Source: an optimization exercise on an open RTL-to-GDS flow (aim: small area and a short achievable clock period). Production flows keep margins and buffers that such runs may drop. Only simulation tests tie the RTL to the original design; equivalence was not proved. Power is estimated from default activity; no workload was simulated.

==> flow/design.v <==
module pipe_core (
    input             clk,
    input             rst,           
    input      [1:0]  policy,        
    output     [31:0] imem_addr,
    input      [55:0] imem_rdata,
    output            dmem_re,
    output            dmem_we,
    output            dmem_wide,     
    output     [31:0] dmem_addr,
    output     [31:0] dmem_wdata,
    input      [31:0] dmem_rdata,
    input      [4:0]  dbg_reg_sel,
    output     [31:0] dbg_reg_val,
    output            halted,
    output            done,
    output     [31:0] cycle_count,
    output     [31:0] hit_count,
    output     [31:0] miss_count
);
    localparam [3:0] C_ADDI = 4'd1, C_SUB = 4'd2, C_LDW = 4'd3, C_LDB = 4'd4,
                     C_STW = 4'd5, C_STB = 4'd6, C_BZ = 4'd7, C_BGE = 4'd8,
                     C_BNE = 4'd9, C_HALT = 4'd10;
    reg [31:0] pc_q;
    reg [9:0]  ghr_q;
    reg        halted_q;
    reg [31:0] cycle_q, hit_q, miss_q;
    reg [1:0]  pol_q;                    
    reg        f_v;
    reg [3:0]  f_c;
    reg        f_wr;                     
    reg [4:0]  f_rd, f_rs1, f_rs2;
    reg [31:0] f_imm;                    
    reg        f_pt;
    reg [9:0]  f_pidx;
    reg [1:0]  f_pst;
    reg        d_v;
    reg [3:0]  d_c;
    reg        d_wr;
    reg [4:0]  d_rd, d_rs1, d_rs2;
    reg [31:0] d_imm;
    reg        d_pt;
    reg [9:0]  d_pidx;
    reg [1:0]  d_pst;
    reg [31:0] d_v1, d_v2;
    reg        d_r1, d_r2;
    reg        q_eqm1, q_eqm2;           
    reg        q_eqe1, q_eqe2;           
    reg        q_mfok;                   
    reg        q_efok;                   
    reg        e_v;
    reg [3:0]  e_c;
    reg        e_wr;
    reg [4:0]  e_rd;
    reg [31:0] e_alu, e_sd;
    reg        m_wr, m_halt, m_nz;
    reg [4:0]  m_rd;
    reg [31:0] m_val;
    wire [1023:0] rf_flat;
    wire [2047:0] pht_flat;
    wire done_w = halted_q && !(f_v && f_c != 4'd0) && !(d_v && d_c != 4'd0)
                  && !(e_v && e_c != 4'd0) && !m_nz;
    wire n_halted = halted_q | m_halt;
    wire fm1 = !d_r1 && q_mfok && q_eqm1;
    wire fm2 = !d_r2 && q_mfok && q_eqm2;
    wire fe1 = !d_r1 && !fm1 && q_efok && q_eqe1;
    wire fe2 = !d_r2 && !fm2 && q_efok && q_eqe2;
    wire [31:0] v1 = fm1 ? m_val : fe1 ? e_alu : d_v1;
    wire [31:0] v2 = fm2 ? m_val : fe2 ? e_alu : d_v2;
    wire r1 = d_r1 | fm1 | fe1;
    wire r2 = d_r2 | fm2 | fe2;
    wire go   = !d_v || (r1 && r2);          
    wire x_ld = (d_c == C_LDW) || (d_c == C_LDB);
    wire xw   = d_v && d_wr;
    wire is_sub = (d_c == C_SUB);
    wire [31:0] alu = is_sub ? (v1 - v2) : (v1 + d_imm);
    wire br  = d_v && (d_c == C_BZ || d_c == C_BGE || d_c == C_BNE);
    reg  taken;
    always @* begin
        case (d_c)
            C_BZ:    taken = (v1 == 32'd0);
            C_BGE:   taken = ($signed(v1) >= $signed(v2));
            default: taken = (v1 != v2);
        endcase
    end
    wire resolve = go && br;
    wire pht_we = resolve && pol_q[1];
    wire [1:0] pht_wd = taken ? ((d_pst == 2'd3) ? 2'd3 : d_pst + 2'd1)
                              : ((d_pst == 2'd0) ? 2'd0 : d_pst - 2'd1);
    wire mis = resolve && (taken != d_pt);
    wire e_ld = (e_c == C_LDW) || (e_c == C_LDB);
    assign dmem_re    = e_v && e_ld;
    assign dmem_we    = e_v && (e_c == C_STW || e_c == C_STB);
    assign dmem_wide  = (e_c == C_LDW) || (e_c == C_STW);
    assign dmem_addr  = e_alu;
    assign dmem_wdata = e_sd;
    wire [31:0] mem_val = !e_ld ? e_alu : (e_c == C_LDW) ? dmem_rdata : {24'd0, dmem_rdata[7:0]};
    wire [31:0] rf1 = (m_wr && m_rd == f_rs1) ? m_val : rf_flat[32*f_rs1 +: 32];
    wire [31:0] rf2 = (m_wr && m_rd == f_rs2) ? m_val : rf_flat[32*f_rs2 +: 32];
    wire mw = e_v && e_wr;
    wire f1_x = f_rs1 == d_rd, f1_e = f_rs1 == e_rd;
    wire f2_x = f_rs2 == d_rd, f2_e = f_rs2 == e_rd;
    wire d1_e = d_rs1 == e_rd, d2_e = d_rs2 == e_rd;
    wire nr1 = f_rs1 == 5'd0 || !((xw && f1_x) || (mw && f1_e));
    wire nr2 = f_rs2 == 5'd0 || !((xw && f2_x) || (mw && f2_e));
    wire [7:0]  i_op  = imem_rdata[7:0];
    wire [31:0] i_imm = imem_rdata[55:24];
    wire [3:0]  i_c   = (i_op[7:4] != 4'd0 || i_op[3:0] > 4'd10) ? 4'd11 : i_op[3:0];
    wire i_br = (i_op == 8'd7) || (i_op == 8'd8) || (i_op == 8'd9);
    wire i_rw = (i_op == 8'd1) || (i_op == 8'd2) || (i_op == 8'd3) || (i_op == 8'd4);
    wire [9:0] p_idx = (pol_q == 2'd3) ? ghr_q : pc_q[12:3];
    wire [1:0] p_st  = (pht_we && d_pidx == p_idx) ? pht_wd : pht_flat[2*p_idx +: 2];
    wire p_t = (policy == 2'd1) || (policy[1] && p_st[1]);
    wire f_free = !f_v || go;
    wire fetch = !n_halted && !mis && f_free;
    wire [31:0] pc8 = pc_q + 32'd8;
    always @(posedge clk) begin
        pol_q <= policy;
        if (rst) begin
            pc_q     <= 32'd0;
            ghr_q    <= 10'd0;
            halted_q <= 1'b0;
            cycle_q  <= 32'd0;
            hit_q    <= 32'd0;
            miss_q   <= 32'd0;
            f_v      <= 1'b0;
            d_v      <= 1'b0;
            e_v      <= 1'b0;
            e_wr     <= 1'b0;
            q_mfok   <= 1'b0;
            q_efok   <= 1'b0;
            m_wr     <= 1'b0;
            m_halt   <= 1'b0;
            m_nz     <= 1'b0;
        end else begin
            halted_q <= n_halted;
            if (!done_w)
                cycle_q <= cycle_q + 32'd1;
            if (resolve && !mis)
                hit_q <= hit_q + 32'd1;
            if (mis)
                miss_q <= miss_q + 32'd1;
            m_wr   <= mw;
            m_halt <= e_v && e_c == C_HALT;
            m_nz   <= e_v && e_c != 4'd0;
            e_v <= go && d_v;
            if (go)
                e_wr <= xw;
            q_mfok <= mw && !(go && xw && d_rd == e_rd);
            if (go) begin
                d_v    <= f_v && !mis;
                q_efok <= xw && !x_ld;
            end
            if (fetch) begin
                f_v <= 1'b1;
                pc_q <= (i_br && p_t) ? i_imm : pc8;
                if (i_br && policy == 2'd3)
                    ghr_q <= {ghr_q[8:0], p_st[1]};
            end else if (mis) begin
                f_v <= 1'b0;
                pc_q <= d_imm;
                if (pol_q == 2'd3)
                    ghr_q <= {d_pidx[8:0], taken};
            end else if (go) begin
                f_v <= 1'b0;
            end
        end
    end
    always @(posedge clk) begin
        m_rd  <= e_rd;
        m_val <= mem_val;
        if (go) begin
            e_c   <= d_c;
            e_rd  <= d_rd;
            e_alu <= alu;
            e_sd  <= v2;
        end
        if (go) begin
            d_c    <= f_c;
            d_wr   <= f_wr;
            d_rd   <= f_rd;
            d_rs1  <= f_rs1;
            d_rs2  <= f_rs2;
            d_imm  <= f_imm;
            d_pt   <= f_pt;
            d_pidx <= f_pidx;
            d_pst  <= f_pst;
            d_v1   <= rf1;
            d_v2   <= rf2;
            d_r1   <= nr1;
            d_r2   <= nr2;
            q_eqm1 <= f1_e;
            q_eqm2 <= f2_e;
            q_eqe1 <= f1_x;
            q_eqe2 <= f2_x;
        end else begin
            d_v1   <= v1;
            d_v2   <= v2;
            d_r1   <= r1;
            d_r2   <= r2;
            q_eqm1 <= d1_e;
            q_eqm2 <= d2_e;
            q_eqe1 <= d1_e;
            q_eqe2 <= d2_e;
        end
        if (f_free) begin
            f_c    <= i_c;
            f_wr   <= i_rw && imem_rdata[12:8] != 5'd0;
            f_rd   <= imem_rdata[12:8];
            f_rs1  <= imem_rdata[17:13];
            f_rs2  <= imem_rdata[22:18];
            f_imm  <= (i_br && p_t) ? pc8 : i_imm;
            f_pt   <= p_t;
            f_pidx <= p_idx;
            f_pst  <= p_st;
        end
    end
    wire [31:0] rf_wd  = rst ? 32'd0 : m_val;
    wire [31:0] pa, pb;                  
    wire [63:0] pht_wrow;                
    assign rf_flat[31:0] = 32'd0;
    genvar g;
    generate
        for (g = 1; g < 32; g = g + 1) begin : gen_rf
            reg [31:0] r;
            always @(posedge clk)
                if (rst || (m_wr && m_rd == g))
                    r <= rf_wd;
            assign rf_flat[32*g +: 32] = r;
        end
        for (g = 0; g < 32; g = g + 1) begin : gen_pre
            assign pa[g] = rst || (pht_we && d_pidx[4:0] == g);
            assign pb[g] = rst || (d_pidx[9:5] == g);
            assign pht_wrow[2*g +: 2] = pht_wd & {2{!rst && d_pidx[9:5] == g}};
        end
        for (g = 0; g < 1024; g = g + 1) begin : gen_pht
            reg [1:0] c;
            always @(posedge clk)
                if (pa[g % 32] && pb[g / 32])
                    c <= pht_wrow[2*(g / 32) +: 2];
            assign pht_flat[2*g +: 2] = c;
        end
    endgenerate
    assign imem_addr   = pc_q;
    assign dbg_reg_val = rf_flat[32*dbg_reg_sel +: 32];
    assign halted      = halted_q;
    assign done        = done_w;
    assign cycle_count = cycle_q;
    assign hit_count   = hit_q;
    assign miss_count  = miss_q;
endmodule
==> flow/run.sh <==
#!/bin/bash
# synth_recipe.tcl (not shown) runs the flow's synth.tcl, then flattens the netlist and writes it again
# the make line also repeats each setting of config.mk as NAME=value (left out here)
make -C /OpenROAD-flow-scripts/flow DESIGN_CONFIG=/design/flow/config.mk WORK_HOME=/design/flow/orfs CLKGATE_MAP_FILE= SYNTH_SCRIPT=/design/flow/synth_recipe.tcl finish
==> flow/config.mk <==
export PLATFORM = sky130hd
export DESIGN_NAME = pipe_core
export DESIGN_NICKNAME = pipe_core
export VERILOG_FILES = /design/flow/design.v
export SDC_FILE = /design/flow/constraint.sdc
export NUM_CORES = 8
export LEC_CHECK = 0
export CAP_MARGIN = 20
export CORE_MARGIN = 2
export CORE_UTILIZATION = 40
export PLACE_DENSITY = 0.6
export SLEW_MARGIN = 20
==> flow/constraint.sdc <==
create_clock -name core_clock -period 15.0 [get_ports {clk}]
set_input_delay 3.0000 -clock core_clock [delete_from_list [all_inputs] [get_ports {clk}]]
set_output_delay 3.0000 -clock core_clock [all_outputs]
set_load 0.01 [all_outputs]
==> results by group, run 1 <==
STA
  • Total count of max-transition violations in the final report: 0
  • Final sum of negative setup slack: 0 ns
  • Period utilization: 65.8%
  • Maximum operating frequency: 0.101 GHz
  • Setup violators final: 0
  • RSZ-0062 raised after global routing: no
  • Slew at the pin closest to its max-slew limit: 1.29 ns
  • Post-route clock skew: 0.0817 ns
  • Final hold violation count: 0
  • Worst-case headroom to the max-slew limit: 13.4%
  • Post-layout min period: 9.87 ns

Synth
  • Fraction of the yosys area taken by sequential cells: 62.6%
  • Total of flip-flops plus latches after synthesis: 3500
  • Netlist cell types: 101
  • Cell Area, Synth: 164000 sq um
  • Syn Nets: 12600
  • Number of enable-type register cells in the synthesized netlist: 3243
  • Ys async rst share: 0%
  • Library cell with the largest summed area after synthesis: edfxtp_1
  • Flip-flop cell with the highest count after synthesis: edfxtp_1
  • Cell count after synthesis: 12400
  • Synth warn: 1
  • Leading post-synthesis cells by cell area: edfxtp_1 59%, mux4_2 9.5%, nand2_1 3.5%, nor2_1 3.4%, mux2i_1 3.3%
  • Fraction of post-synthesis cell area in the top cell type by area: 59.5%
  • Mapped Avg Cell Area: 13.2 sq um

Routing
  • WL per Instance: 31.8 um
  • Vias after detailed routing: 115000
  • Number of nets still failing antenna checks after routing: 0
  • First-pass DRT Iterations: 8
  • DRC violation total after the first TritonRoute iteration: 16600
  • Vias per cell: 6.29
  • Routed wire length: 582 mm
  • Final routed DRC violation total: 0

Cells and area
  • Register with the highest flop count: gen_pht.c
  • Max FFs per register: 2048
  • Final Core Density: 45.7%
  • Most frequent standard cell in the layout excluding fill and tap cells: edfxtp_1
  • Post-Layout Inst Area: 186000 sq um
  • Commonest cells after routing, fill and taps aside: 3243 x edfxtp_1, 1534 x nand2_1, 1404 x nor2_1
  • Registers with the highest flip-flop counts: gen_pht.c: 2048 flops, gen_rf.r: 992 flops
  • Share of final-layout standard cells stronger than drive strength 1: 15.9%
  • NumNets Final: 12700
  • Layout overhead on the synthesized area: 13.6%

Min path
  • Type of the worst min-delay path: flip-flop to flip-flop

Placed design
  • Count of input and output buffers: 324
  • Area post-placement: 174000 sq um
  • HPWL reported at the end of detailed placement: 337 mm
  • Last weighted congestion value of the routability-driven placer: 0.901

Worst setup path
  • R2R Setup Slk: 6.89 ns
  • Kind of start point of the critical path: primary input
  • Required time of the worst setup path: 12.00 ns
  • Critical Path AT: 6.87 ns
  • Nature of the critical path endpoint: output pin
  • Type of the worst setup path: primary input to output pin
  • Largest fanout of any net on the critical path: 85

Floorplanning
  • Num rows: 234
  • Vertical die dimension: 644 um
  • Std-Cell Core Area: 407000 sq um
  • Starting density of the core: 40.2%
  • Die area: 415000 sq um
  • # IOs: 326
  • Die W: 644 um

GRT
  • Initial antenna violation count: 39
  • Pin count of the biggest net entering global routing: 149
  • GRT overflow: 0
  • Wire length of the first global-routing pass: 814 mm
  • Overall routing resource usage: 27.2%
  • Vias in the first global route: 109000

Clock network
  • Hold-fix buffer count after cts: 0
  • Setup Buffers After CTS: 0
  • Register clock-pin slew on the reported worst setup and hold paths: 0.07 ns
  • Number of levels in the clock H-tree: 5
  • Clock tree sinks: 3500
  • Inserted Clock Buffers: 361
  • Deepest clock path buffer count: 4
  • Number of gates given a new drive strength after cts: 0
  • CTS tree: done
  • Latest clock arrival within the worst-skew pair: 1.00 ns
  • Clock Root Buffer: clkbuf_16

Power
  • IR drop worst, VDD: 104 uV
  • Total power divided by cell area: 138 nW/um^2
  • Total leakage power: 64.8 nW

Outcome
  • Result of the run: finished clean

Job
  • Reported max-cap violation count: 0
-- worst max-delay path: stages --
cell	delay, ns
buf_8	0.45
buf_12	0.56
buf_4	0.76
mux2_2	0.41
a22o_1	0.18
mux4_2	0.44
mux2_2	0.39
clkdlybuf4s50_1	0.52
-- cell usage after synthesis, drive strengths merged (24+ instances only) --
cell type and instances:
nor2 1472, and3 188, nor2b 64, xor2 87, and2 24, a211oi 136
nand3 677, o31ai 31, a32oi 27, mux4 693, o21ai 285, o211ai 35
nor3 109, edfxtp 3243, nand2 1546, a21o 45, mux2i 545, buf 340
mux2 155, dfxtp 257, clkbuf 676, inv 90, o221ai 147, nor4 34
nand4 53, a21oi 501, ha 67, a22oi 40, o22ai 104, or3 29
a22o 77, xnor2 124, a311oi 143, a221oi 25, nand2b 39, a31oi 121
-- path summary, 6_finish.rpt --
check / to / startpoint / depth (start not counted)
setup reg to reg: pc_q[27] / pol_q[0] / 19
hold / removal: d_imm[3] / f_imm[3] / 0
setup / recovery: dbg_reg_val[15] / dbg_reg_sel[1] / 8
hold reg to reg: d_imm[3] / f_imm[3] / 0
-- power by group --
group | total, mW | leakage (nW) | internal [mW] | switching [mW]
clock network | 9.02 | 5.69 | 5.12 | 3.90
logic | 4.17 | 24.8 | 1.65 | 2.52
registers | 12.5 | 34.3 | 11.7 | 0.736
-- stage by stage --
step | total power, mW | worst slack [ns] | std cells | hold WS, ns
6_report | 25.7 | 5.13 | 18300 | 0.415
5_1_grt | 26.3 | 4.95 | 18300 | 0.419
4_1_cts | 25.6 | 5.09 | 18300 | 0.416
3_5_place_dp | 16.7 | 5.08 | 17600 | 0.405
3_3_place_gp | 16.6 | 5.08 | 17600 | 0.401
2_1_floorplan | 14.8 | 6.71 | 12400 | 0.346
-- kinds of logic (layout without fill, tap and decap cells) --
kind of cell | count (synthesis) | in the layout | synth area share (%)
simple gates | 4306 | 4306 | 11.3
mux | 1393 | 1393 | 14.0
compound gates | 1860 | 1860 | 7.63
fa+ha+maj | 71 | 71 | 0.549
buf+inv | 1108 | 1483 | 2.78
flops | 3500 | 3500 | 62.6
xor+xnor | 211 | 211 | 1.13
other cells | 0 | 28 | 0
-- layer usage --
metal  part of all wire, %  GRT usage, %  up-vias
met3                    12          6.15     1362
met5                 0.020             0        -
met2                    45          41.7     7325
met4                   5.3          12.5       10
li1                      -             -    47800
met1                    38          36.9    58500
-- final cells by class --
cell class	count	area (sq um)
sequential	3500	103000
clock buffer	466	9710
multi-input combinational	7841	58000
timing repair buffer	726	6550
fill	36400	221000
antenna	28	70.1
clock inverter	199	1950
inverter	92	385
tap	5428	6790
==> run 2, diff against run 1 <==
--- a/flow/config.mk
+++ b/flow/config.mk
@@ -7,6 +7,7 @@
 export LEC_CHECK = 0
 export CAP_MARGIN = 20
 export CORE_MARGIN = 2
-export CORE_UTILIZATION = 40
-export PLACE_DENSITY = 0.6
+export CORE_UTILIZATION = 55
+export PLACE_DENSITY = 0.65
+export SETUP_SLACK_MARGIN = 5
 export SLEW_MARGIN = 20
==> run 2 against run 1 <==
- clock skew rose by 0.011 ns
- first-iteration DRC count rose by 10%
- maximum frequency rose by 2.3%
- wire length fell by 1.5%
- total power barely moved
- synthesized cell count did not move
==> results by group, run 2 <==
GRT
  • Pin count of the biggest net entering global routing: 158 (was 149)
  • Vias in the first global route: 113000 (was 109000)
  • Overall routing resource usage: 37.3% (was 27.2%)
  • GRT overflow: 0 (unchanged)
  • Initial antenna violation count: 32 (was 39)
  • Wire length of the first global-routing pass: 805 mm (was 814 mm)

Cells and area
  • Layout overhead on the synthesized area: 12.4% (was 13.6%)
  • Commonest cells after routing, fill and taps aside: 3243 x edfxtp_1, 1534 x nand2_1, 1418 x nor2_1 (was 3243 x edfxtp_1, 1534 x nand2_1, 1404 x nor2_1)
  • Registers with the highest flip-flop counts: gen_pht.c: 2048 flops, gen_rf.r: 992 flops (unchanged)
  • Register with the highest flop count: gen_pht.c (unchanged)
  • NumNets Final: 12700 (about the same)
  • Max FFs per register: 2048 (unchanged)
  • Most frequent standard cell in the layout excluding fill and tap cells: edfxtp_1 (unchanged)
  • Share of final-layout standard cells stronger than drive strength 1: 15.5% (was 15.9%)

Synth
  • Xor and xnor fraction of the mapped netlist area: 1.13% (unchanged)
  • Total of flip-flops plus latches after synthesis: 3500 (unchanged)
  • Leading post-synthesis cells by cell area: edfxtp_1 59%, mux4_2 9.5%, nand2_1 3.5%, nor2_1 3.4%, mux2i_1 3.3% (unchanged)
  • Most common cell in the synthesized netlist: edfxtp_1 (unchanged)
  • Fraction of the yosys area taken by sequential cells: 62.6% (unchanged)
  • Top post-synthesis cells by count: 3243 x edfxtp_1, 1545 x nand2_1, 1471 x nor2_1, 693 x mux4_2, 677 x nand3_1 (unchanged)
  • Simple-gate area share of the yosys netlist: 11.3% (unchanged)
  • Largest family of logic cells by synthesized area: multiplexers (unchanged)
  • Synth warn: 1 (unchanged)
  • Library cell with the largest summed area after synthesis: edfxtp_1 (unchanged)
  • Syn Nets: 12600 (unchanged)
  • Netlist cell types: 101 (unchanged)
  • Cell count after synthesis: 12400 (unchanged)
  • Complex-gate fraction of the synthesized area: 7.63% (unchanged)
  • Fraction of post-synthesis cell area in the top cell type by area: 59.5% (unchanged)
  • Flip-flop cell with the highest count after synthesis: edfxtp_1 (unchanged)
  • Ys async rst share: 0% (unchanged)
  • Cell Area, Synth: 164000 sq um (unchanged)
  • Number of enable-type register cells in the synthesized netlist: 3243 (unchanged)
  • Post-synthesis adder-cell area fraction: 0.549% (unchanged)
  • Mux contribution to synthesized area: 14.0% (unchanged)
  • Mapped Avg Cell Area: 13.2 sq um (unchanged)

Routing
  • First-pass DRT Iterations: 6 (was 8)
  • DRC violation total after the first TritonRoute iteration: 18300 (was 16600)
  • Final routed DRC violation total: 0 (unchanged)
  • Vias after detailed routing: 117000 (was 115000)
  • Routed wire length: 573 mm (was 582 mm)
  • Number of nets still failing antenna checks after routing: 0 (unchanged)
  • Vias per cell: 6.96 (was 6.29)
  • WL per Instance: 34.2 um (was 31.8 um)

Outcome
  • Result of the run: finished clean (unchanged)

Clock network
  • Hold-fix buffer count after cts: 0 (unchanged)
  • Number of levels in the clock H-tree: 5 (unchanged)
  • Latest clock arrival within the worst-skew pair: 1.00 ns (about the same)
  • Deepest clock path buffer count: 4 (unchanged)
  • Setup Buffers After CTS: 0 (unchanged)
  • Clock Root Buffer: clkbuf_16 (unchanged)
  • Inserted Clock Buffers: 368 (was 361)
  • Register clock-pin slew on the reported worst setup and hold paths: 0.06 ns (was 0.07 ns)
  • CTS tree: done (unchanged)
  • Clock tree sinks: 3500 (unchanged)
  • Number of gates given a new drive strength after cts: 2 (was 0)

Worst setup path
  • Type of the worst setup path: primary input to output pin (unchanged)
  • Kind of start point of the critical path: primary input (unchanged)
  • Required time of the worst setup path: 12.00 ns (about the same)
  • Critical Path AT: 6.65 ns (was 6.87 ns)
  • Nature of the critical path endpoint: output pin (unchanged)
  • Largest fanout of any net on the critical path: 79 (was 85)

STA
  • Setup violators final: 0 (unchanged)
  • Min Hold Slack: 0.412 ns (was 0.415 ns)
  • RSZ-0062 raised after global routing: no (unchanged)
  • Post-route clock skew: 0.0928 ns (was 0.0817 ns)
  • Worst path setup slack after routing: 5.35 ns (was 5.13 ns)
  • Final hold violation count: 0 (unchanged)
  • Slew at the pin closest to its max-slew limit: 1.28 ns (was 1.29 ns)
  • Total count of max-transition violations in the final report: 0 (unchanged)
  • Final sum of negative setup slack: 0 ns (unchanged)
  • Post-layout min period: 9.65 ns (was 9.87 ns)
  • Worst-case headroom to the max-slew limit: 14.1% (was 13.4%)
  • Period utilization: 64.3% (was 65.8%)
  • Maximum operating frequency: 0.104 GHz (was 0.101 GHz)

Floorplanning
  • Starting density of the core: 55.2% (was 40.2%)
  • # IOs: 326 (unchanged)
  • Die W: 550 um (was 644 um)
  • Die area: 302000 sq um (was 415000 sq um)
  • Num rows: 200 (was 234)
  • Std-Cell Core Area: 297000 sq um (was 407000 sq um)
  • Vertical die dimension: 550 um (was 644 um)

Placed design
  • HPWL reported at the end of detailed placement: 332 mm (was 337 mm)
  • Last weighted congestion value of the routability-driven placer: 0.942 (was 0.901)
  • Worst slack at placement: 4.61 ns (was 5.08 ns)
  • Count of input and output buffers: 324 (unchanged)

Min path
  • Type of the worst min-delay path: flip-flop to flip-flop (unchanged)

Power
  • IR drop worst, VDD: 119 uV (was 104 uV)
  • Total leakage power: 64.7 nW (was 64.8 nW)
  • Final Total Pwr: 25.7 mW (about the same)
  • Total power divided by cell area: 140 nW/um^2 (was 138 nW/um^2)

Job
  • Reported max-cap violation count: 0 (unchanged)
## run 2: changes by cell type in the layout (fill, tap and decap cells not counted), sizes merged
cell and change:
buf -34, bufinv -1, clkbuf -24, clkinv +30, clkinvlp +2, diode +3
inv -6
## run 2: worst paths after layout
check	depth (start not counted)	end	from	slack [ns]
worst max-delay path	7	dbg_reg_val[18]	dbg_reg_sel[0]	5.35
worst min-delay path	0	d_imm[16]	f_imm[16]	0.41
worst max register to register	19	pc_q[18]	pol_q[0]	7.25
worst min register to register	0	d_imm[16]	f_imm[16]	0.41
## run 2: cell families (layout without fill, tap and decap cells)
| kind of cell | Yosys count | count (layout) |
|---|---|---|
| other cells | 0 | 31 |
| compound gates | 1860 | 1860 |
| buf+inv | 1108 | 1450 |
| xor+xnor | 211 | 211 |
| flops | 3500 | 3500 |
| mux | 1393 | 1393 |
| simple gates | 4306 | 4306 |
| fa+ha+maj | 71 | 71 |
## run 2: worst max-delay path, stage by stage
cell,delay [ns]
buf_12,0.49
buf_6,0.62
buf_6,0.51
mux4_2,0.58
mux4_2,0.50
mux2_2,0.33
clkdlybuf4s50_1,0.50
## run 2: routing by layer
layer	track usage [%]	routed length, um	share of wire, %	vias to the layer above
li1	-	-	-	47700
met1	48.4	200000	35	58600
met2	56.8	258000	45	8524
met3	8.72	72300	13	1783
met4	23.9	42700	7.5	16
met5	0	134	0.023	-
## run 2: final cells by class
type	count	area, sq um
Sequential cell	3500	103000
Inverter	92	383
Timing Repair Buffer	691	6310
Clock buffer	443	9640
Multi-Input combinational cell	7841	58000
Tap cell	3939	4930
Clock inverter	224	2100
Antenna cell	31	77.6
Fill cell	22300	113000
## run 2: through the flow
stage | instances | instance area, sq um | utilization, %
CTS | 16700 | 184000 | 61.9
global route | 16700 | 184000 | 62.0
detailed placement | 16100 | 172000 | 58.0
floorplan | 12400 | 164000 | -
global placement | 16100 | 172000 | 57.9
finish | 16800 | 184000 | 62.1
## run 2: power by group
part           leakage, nW  internal, mW  switching, mW  total [mW]
registers             34.3          11.7          0.732        12.5
clock network         5.71          5.10           3.90        9.00
logic                 24.6          1.65           2.55        4.20
total                 64.7          18.5           7.18        25.7

==> separate check: timing with driven ports <==
The flow's constraints put no driver on any port. The routed layouts listed below were extracted and timed again, unchanged, in two steps. Step 1 assumes that a clkbuf_16 drives the clock port and a buf_2 every other input. Step 2, shift: input delay + t, output delay - t, t = (earliest + latest rising clock arrival at the registers) / 2. This alone moves slack from input paths to output paths. Slacks: ideal / step 1 / step 2; pairs: ideal / step 1.
| run | t, ns | slack for setup (ns) | latest minus earliest clock arrival (ns) | worst slew at a driven data input, ns | cell pins on the clock port's net |
|---|---|---|---|---|---|
| run 1 | 1.071 | 5.129 / 5.079 / 5.079 | 0.085 / 0.084 | 0.19 | 1 |
| run 2 | 1.057 | 5.352 / 5.286 / 5.286 | 0.094 / 0.094 | 0.18 | 1 |
After both steps setup and hold are still met in every run listed. The setup slack of run 2, which loses most, moves by -0.066 ns with the drivers and by -0.066 ns with both steps.
